What follows belongs to an exercise in optimizing a design on an open flow for small area, a short achievable clock period and few clock cycles; a production flow would make more cautious choices. The RTL was checked by simulation tests, not by an equivalence proof against the original design. Power and IR drop assume default switching activity.

Design sprite_renderer, start of the top module:
module sprite_renderer (
    input  wire        clk,
    input  wire        rst,
    input  wire [15:0] cfg_tile_mult,
    input  wire [16:0] cfg_tile_len,     
    input  wire [1:0]  cfg_pal_cnt,      
    input  wire [15:0] cfg_nent0,        
    input  wire [15:0] cfg_nent1,        
    input  wire        cfg_debug,
    input  wire        pal_we,
    input  wire        pal_slot,
    input  wire [3:0]  pal_idx,
    input  wire [15:0] pal_wdata,
    input  wire        start,
    input  wire [15:0] attr0,
    input  wire [15:0] attr1,
    input  wire [15:0] attr2,
    output wire        ready,
    output reg         tile_req,
    output reg  [13:0] tile_addr,
    input  wire        tile_gnt,
    input  wire [31:0] tile_rdata,
    output reg         pix_valid,
    output reg  [5:0]  pix_x,
    output reg  [5:0]  pix_y,
    output wire [31:0] pix_rgba,
    output reg         done,
    output wire [6:0]  spr_w,
    output wire [6:0]  spr_h,
    output reg         ev_tile_oor,
    output reg         ev_pidx_oor,
    output reg         ev_pnum_oor
);
For scale: roughly 740 flip-flops, about 0.031 mm^2 of cells after synthesis.
export LEC_CHECK = 0
export ABC_AREA = 1
export CAP_MARGIN = 20
export CORE_MARGIN = 2
export CORE_UTILIZATION = 65
export CTS_CLUSTER_DIAMETER = 80
export CTS_CLUSTER_SIZE = 24
export PLACE_DENSITY = 0.8
export SLEW_MARGIN = 20
create_clock -name core_clock -period 8.0 [get_ports {clk}]
standard.sh (not shown) runs the stock make flow with config.mk's settings and CLKGATE_MAP_FILE= SYNTH_SCRIPT=/design/flow/synth_recipe.tcl, a recipe that flattens the netlist after the stock synthesis.
==> flow/flow/run.sh <==
#!/bin/bash
# The standard layout (standard.sh: standard synthesis, floorplan, place,
# CTS, route), with two extra ORFS settings: the port buffers are buf_2 cells
# and repair_timing aims for a larger setup slack. Output goes to
# standard_flow.log in this folder (ORFS's own step logs are under orfs/logs).
set -euo pipefail
bash standard.sh \
  "BUFFER_PORTS_ARGS=-buffer_cell sky130_fd_sc_hd__buf_2" \
  SETUP_SLACK_MARGIN=5.4 \
  finish > standard_flow.log 2>&1
Testbench counts at the start, summed over its fixed seeds: cycles 102,538.
Edit:
- CAP_MARGIN: 20 -> 5
- CORE_UTILIZATION: 65 -> 55
- CTS_CLUSTER_DIAMETER: 80 -> 90
- CTS_CLUSTER_SIZE: 24 -> 30
- PLACE_DENSITY: 0.8 -> 0.7
- SLEW_MARGIN: 20 -> 5
- The changed run produced a clean layout
- wire length is lower by 1.2%
- setup slack gains 0.030 ns
- worst hold slack loses 0.0042 ns
- total power is higher by about 1%
- count of clock-buffer cells in the layout is lower by 17
- area after synthesis does not change
- die area is higher by 18%
- global-route usage is lower by 4.9 points

* * *

sprite_renderer, a different RTL version from the one above (not shown whole).
For scale: ~730 flip-flops, roughly 250 I/O pins, about 31000 sq um of cells after synthesis.
clock: 8.0 ns
lec_check: 0
abc_area: 1
cap_margin: 20
core_margin: 2
core_utilization: 40
cts_cluster_diameter: 80
cts_cluster_size: 24
place_density: 0.6
setup_slack_margin: 5
slew_margin: 20
run.sh (not shown) runs the stock make flow with config.mk's settings and CLKGATE_MAP_FILE= SYNTH_SCRIPT=/design/flow/synth_recipe.tcl, a recipe that flattens the netlist after the stock synthesis.
Stock flow here: none of the scripts above is used.
The starting point passed the timing, design-rule and antenna checks.
Testbench counts at the start, summed over its fixed seeds: cycles 102,538.
Next try:
==> flow/flow/run.sh (new file) <==
#!/bin/bash
# The standard layout (standard.sh: standard synthesis, floorplan, place,
# CTS, route), with two extra ORFS settings: the port buffers are buf_2 cells
# and repair_timing aims for a larger setup slack. Output goes to
# standard_flow.log in this folder (ORFS's own step logs are under orfs/logs).
set -euo pipefail
bash standard.sh \
  "BUFFER_PORTS_ARGS=-buffer_cell sky130_fd_sc_hd__buf_2" \
  SETUP_SLACK_MARGIN=5.3 \
  finish > standard_flow.log 2>&1
==> flow/standard.sh (new file) <==
#!/bin/bash
# synth_recipe.tcl (not shown) runs the flow's synth.tcl, then flattens the netlist and writes it again
# the make line also repeats each setting of config.mk as NAME=value (left out here)
make -C /OpenROAD-flow-scripts/flow DESIGN_CONFIG=/design/flow/config.mk WORK_HOME=/design/flow/orfs CLKGATE_MAP_FILE= SYNTH_SCRIPT=/design/flow/synth_recipe.tcl "${@:-finish}"
SETUP_SLACK_MARGIN = default   (was 5)
removed: flow/run.sh
Outcome:
- worst hold slack got worse by 0.020 ns
- synthesized cell count is unchanged
- wire length falls by 0.44%
- power falls by 1.4%
- area after synthesis is unchanged
- sequential share of layout area rises by 0.94 points
- sequential power hardly moves
- clock power falls by about 2%

* * *

build 87:
sprite_renderer with an RTL version that a note above also has.
## sprite_renderer
module sprite_renderer (
    input  wire        clk,
    input  wire        rst,
    input  wire [15:0] cfg_tile_mult,
    input  wire [16:0] cfg_tile_len,     
    input  wire [1:0]  cfg_pal_cnt,      
    input  wire [15:0] cfg_nent0,        
    input  wire [15:0] cfg_nent1,        
    input  wire        cfg_debug,
    input  wire        pal_we,
    input  wire        pal_slot,
    input  wire [3:0]  pal_idx,
    input  wire [15:0] pal_wdata,
    input  wire        start,
    input  wire [15:0] attr0,
    input  wire [15:0] attr1,
    input  wire [15:0] attr2,
    output wire        ready,
    output reg         tile_req,
    output reg  [13:0] tile_addr,
    input  wire        tile_gnt,
    input  wire [31:0] tile_rdata,
    output reg         pix_valid,
    output reg  [5:0]  pix_x,
    output reg  [5:0]  pix_y,
    output wire [31:0] pix_rgba,
    output reg         done,
    output wire [6:0]  spr_w,
    output wire [6:0]  spr_h,
    output reg         ev_tile_oor,
    output reg         ev_pidx_oor,
    output reg         ev_pnum_oor
);
clock: 8.0 ns
lec_check: 0
abc_area: 1
cap_margin: 20
core_margin: 2
core_utilization: 55
cts_cluster_diameter: 80
cts_cluster_size: 24
place_density: 0.7
slew_margin: 20
standard.sh (not shown) runs the stock make flow with config.mk's settings and CLKGATE_MAP_FILE= SYNTH_SCRIPT=/design/flow/synth_recipe.tcl, a recipe that flattens the netlist after the stock synthesis.
==> flow/flow/run.sh <==
#!/bin/bash
# The standard layout (standard.sh: standard synthesis, floorplan, place,
# CTS, route), with two extra ORFS settings: the port buffers are buf_2 cells
# and repair_timing aims for a larger setup slack. Output goes to
# standard_flow.log in this folder (ORFS's own step logs are under orfs/logs).
set -euo pipefail
bash standard.sh \
  "BUFFER_PORTS_ARGS=-buffer_cell sky130_fd_sc_hd__buf_2" \
  SETUP_SLACK_MARGIN=5.35 \
  finish > standard_flow.log 2>&1
Testbench counts of build 87, summed over its fixed seeds: cycles 102,538.
Modified inputs, build 36 compared to build 87
--- a/flow/flow/run.sh
+++ b/flow/flow/run.sh
@@ -8,3 +8,3 @@
   "BUFFER_PORTS_ARGS=-buffer_cell sky130_fd_sc_hd__buf_2" \
-  SETUP_SLACK_MARGIN=5.35 \
+  SETUP_SLACK_MARGIN=5.4 \
   finish > standard_flow.log 2>&1
--- a/flow/config.mk
+++ b/flow/config.mk
@@ -11,5 +11,6 @@
 export CORE_UTILIZATION = 55
-export CTS_CLUSTER_DIAMETER = 80
-export CTS_CLUSTER_SIZE = 24
+export CTS_CLUSTER_DIAMETER = 90
+export CTS_CLUSTER_SIZE = 30
 export PLACE_DENSITY = 0.7
 export SLEW_MARGIN = 20
+export TNS_END_PERCENT = 20
--- outcome ---
- The final layouts of build 36 and build 87 pass the timing, design-rule and antenna checks.
- Placed instance count (build 36 vs. build 87) increases slightly
- Vias per cell for build 36 is lower than for build 87.
- Build 36 improves on build 87 in internal power consumption.
- Comparing build 36 against build 87, there is no change at all in flip-flop and latch count.
- Cell count: build 36 vs build 87 — no meaningful difference
- In the flow results for build 36 and build 87, the setup slack of the most critical reg-to-reg path is larger on build 36.
- Power: build 36 draws less than build 87
- Build 36 ends up with a cell area that is 570 um2 lower than in build 87.
- Total wirelength of the detailed-routed design in build 36 is 0.34% lower than in build 87
- Taking build 87 as the reference, in build 36 share of the final layout cell area in sequential cells went up by 0.93 points, number of buffers created by CTS went down by 9.
- Build 87 ended up with pix_rgba[12] as its worst setup path endpoint; build 36 ended up with tile_addr[5].
Relative to build 36, the following input files were edited for build 63:
--- a/flow/flow/run.sh
+++ b/flow/flow/run.sh
@@ -8,3 +8,3 @@
   "BUFFER_PORTS_ARGS=-buffer_cell sky130_fd_sc_hd__buf_2" \
-  SETUP_SLACK_MARGIN=5.4 \
+  SETUP_SLACK_MARGIN=5.45 \
   finish > standard_flow.log 2>&1
--- a/flow/config.mk
+++ b/flow/config.mk
@@ -15,2 +15 @@
 export SLEW_MARGIN = 20
-export TNS_END_PERCENT = 20
Summary — utilization, build 63 relative to build 36: higher, by 1.3 points.
Final cell area: build 63 above build 36
Build 63 ends up with higher reported net switching power than build 36 does.
Compared build 63 against build 36; cell count within noise.
Inputs modified between build 63 and build 44:
--- a/flow/flow/run.sh
+++ b/flow/flow/run.sh
@@ -8,3 +8,3 @@
   "BUFFER_PORTS_ARGS=-buffer_cell sky130_fd_sc_hd__buf_2" \
-  SETUP_SLACK_MARGIN=5.45 \
+  SETUP_SLACK_MARGIN=5.4 \
   finish > standard_flow.log 2>&1
Findings:
Build 44 does better than build 63 on post-layout worst setup margin. Worst endpoint data arrival time: build 63 vs build 44, no meaningful difference. As far as sequential power is concerned, build 63 and build 44 perform about the same. On post-route clock period utilization, build 44 tracks build 63 almost exactly. The run showing the greater met2 routing resource usage after global routing is build 44. Build 63 -> build 44: core area delta 0, exact match. Compare build 63 and build 44 | routed length on met1 lower: build 44. In the final reports, the cell area of build 44 is smaller than that of build 63. When build 44 is set beside build 63, its clock period minus final worst setup slack turns out to be 9.1 ps smaller. Combined global-route utilization of all metal layers essentially unchanged between build 63 and build 44.

* * *

== v24 ==
sprite_renderer again, from the RTL that the note above started with.
export LEC_CHECK = 0
export ABC_AREA = 1
export CAP_MARGIN = 20
export CORE_MARGIN = 2
export CORE_UTILIZATION = 55
export CTS_CLUSTER_DIAMETER = 80
export CTS_CLUSTER_SIZE = 24
export PLACE_DENSITY = 0.7
export SLEW_MARGIN = 20
create_clock -name core_clock -period 8.0 [get_ports {clk}]
==> flow/flow/run.sh <==
#!/bin/bash
# The standard layout (standard.sh: standard synthesis, floorplan, place,
# CTS, route), with two extra ORFS settings: the port buffers are buf_2 cells
# and repair_timing aims for a larger setup slack. Output goes to
# standard_flow.log in this folder (ORFS's own step logs are under orfs/logs).
set -euo pipefail
bash standard.sh \
  "BUFFER_PORTS_ARGS=-buffer_cell sky130_fd_sc_hd__buf_2" \
  SETUP_SLACK_MARGIN=5.4 \
  finish > standard_flow.log 2>&1
Testbench counts of v24, summed over its fixed seeds: cycles 102,538.
Edits applied to the flow inputs when going from v24 to v15:
==> flow/run.sh (new file) <==
#!/bin/bash
# synth_recipe.tcl (not shown) runs the flow's synth.tcl, then flattens the netlist and writes it again
# the make line also repeats each setting of config.mk as NAME=value (left out here)
make -C /OpenROAD-flow-scripts/flow DESIGN_CONFIG=/design/flow/config.mk WORK_HOME=/design/flow/orfs CLKGATE_MAP_FILE= SYNTH_SCRIPT=/design/flow/synth_recipe.tcl finish
-- flow/config.mk --
<<< v24, line 10
export CORE_MARGIN = 2
export CORE_UTILIZATION = 55
export CTS_CLUSTER_DIAMETER = 80
export CTS_CLUSTER_SIZE = 24
export PLACE_DENSITY = 0.7
export SLEW_MARGIN = 20
>>> v15, line 10
export CORE_MARGIN = 2
export CORE_UTILIZATION = 55
export CTS_CLUSTER_DIAMETER = 90
export CTS_CLUSTER_SIZE = 30
export PLACE_DENSITY = 0.7
export SETUP_SLACK_MARGIN = 5
export SLEW_MARGIN = 20
removed: flow/flow/run.sh
removed: flow/standard.sh
### Flow results
- Delta (v15 minus v24): largest net degree at the start of global routing shows an increase of 33%; die area flat; switching part of the total power moved up; filler cell count in the final layout up about 1.4%.
- The layout overhead on the synthesized area on v24 is in line with that on v15.
- Side by side, number of antenna diodes turned out higher in v15 than in v24.
- Routed wire in v15 totals less than in v24.

==> re-timing with driven ports <==
In the flow no input, the clock included, has a driving cell. The finished layouts below were timed again as built, in two steps. Step 1, drivers: a clkbuf_16 drives clk and a buf_2 each remaining input, both assumed. Step 2, shift: input delay + t, output delay - t, t = (earliest + latest rising clock arrival at the registers) / 2. This alone moves slack from input paths to output paths. Three values: no drivers, after step 1, after step 2; two values: the first two.
run | t (ns) | slack for setup (ns) | cell pins on the clock port's net
the first run of note 1 | 0.661 | 5.298 / 5.243 / 5.030 | 1
the second run of note 1 | 0.633 | 5.328 / 5.269 / 4.996 | 1
the first run of note 2 | 0.661 | 5.052 / 4.989 / 4.466 | 1
the second run of note 2 | 0.650 | 5.135 / 5.075 / 4.840 | 1
build 87 | 0.642 | 5.297 / 5.240 / 5.008 | 1
build 36 | 0.687 | 5.267 / 5.206 / 4.789 | 1
build 63 | 0.644 | 5.312 / 5.255 / 4.991 | 1
build 44 | 0.635 | 5.321 / 5.267 / 5.024 | 1
v24 | 0.647 | 5.312 / 5.256 / 5.033 | 1
v15 | 0.695 | 5.057 / 4.997 / 4.432 | 1
After both steps every run listed still meets setup and hold. For v15, which loses most, drivers alone change the setup slack by -0.060 ns; drivers and shift together by -0.625 ns.
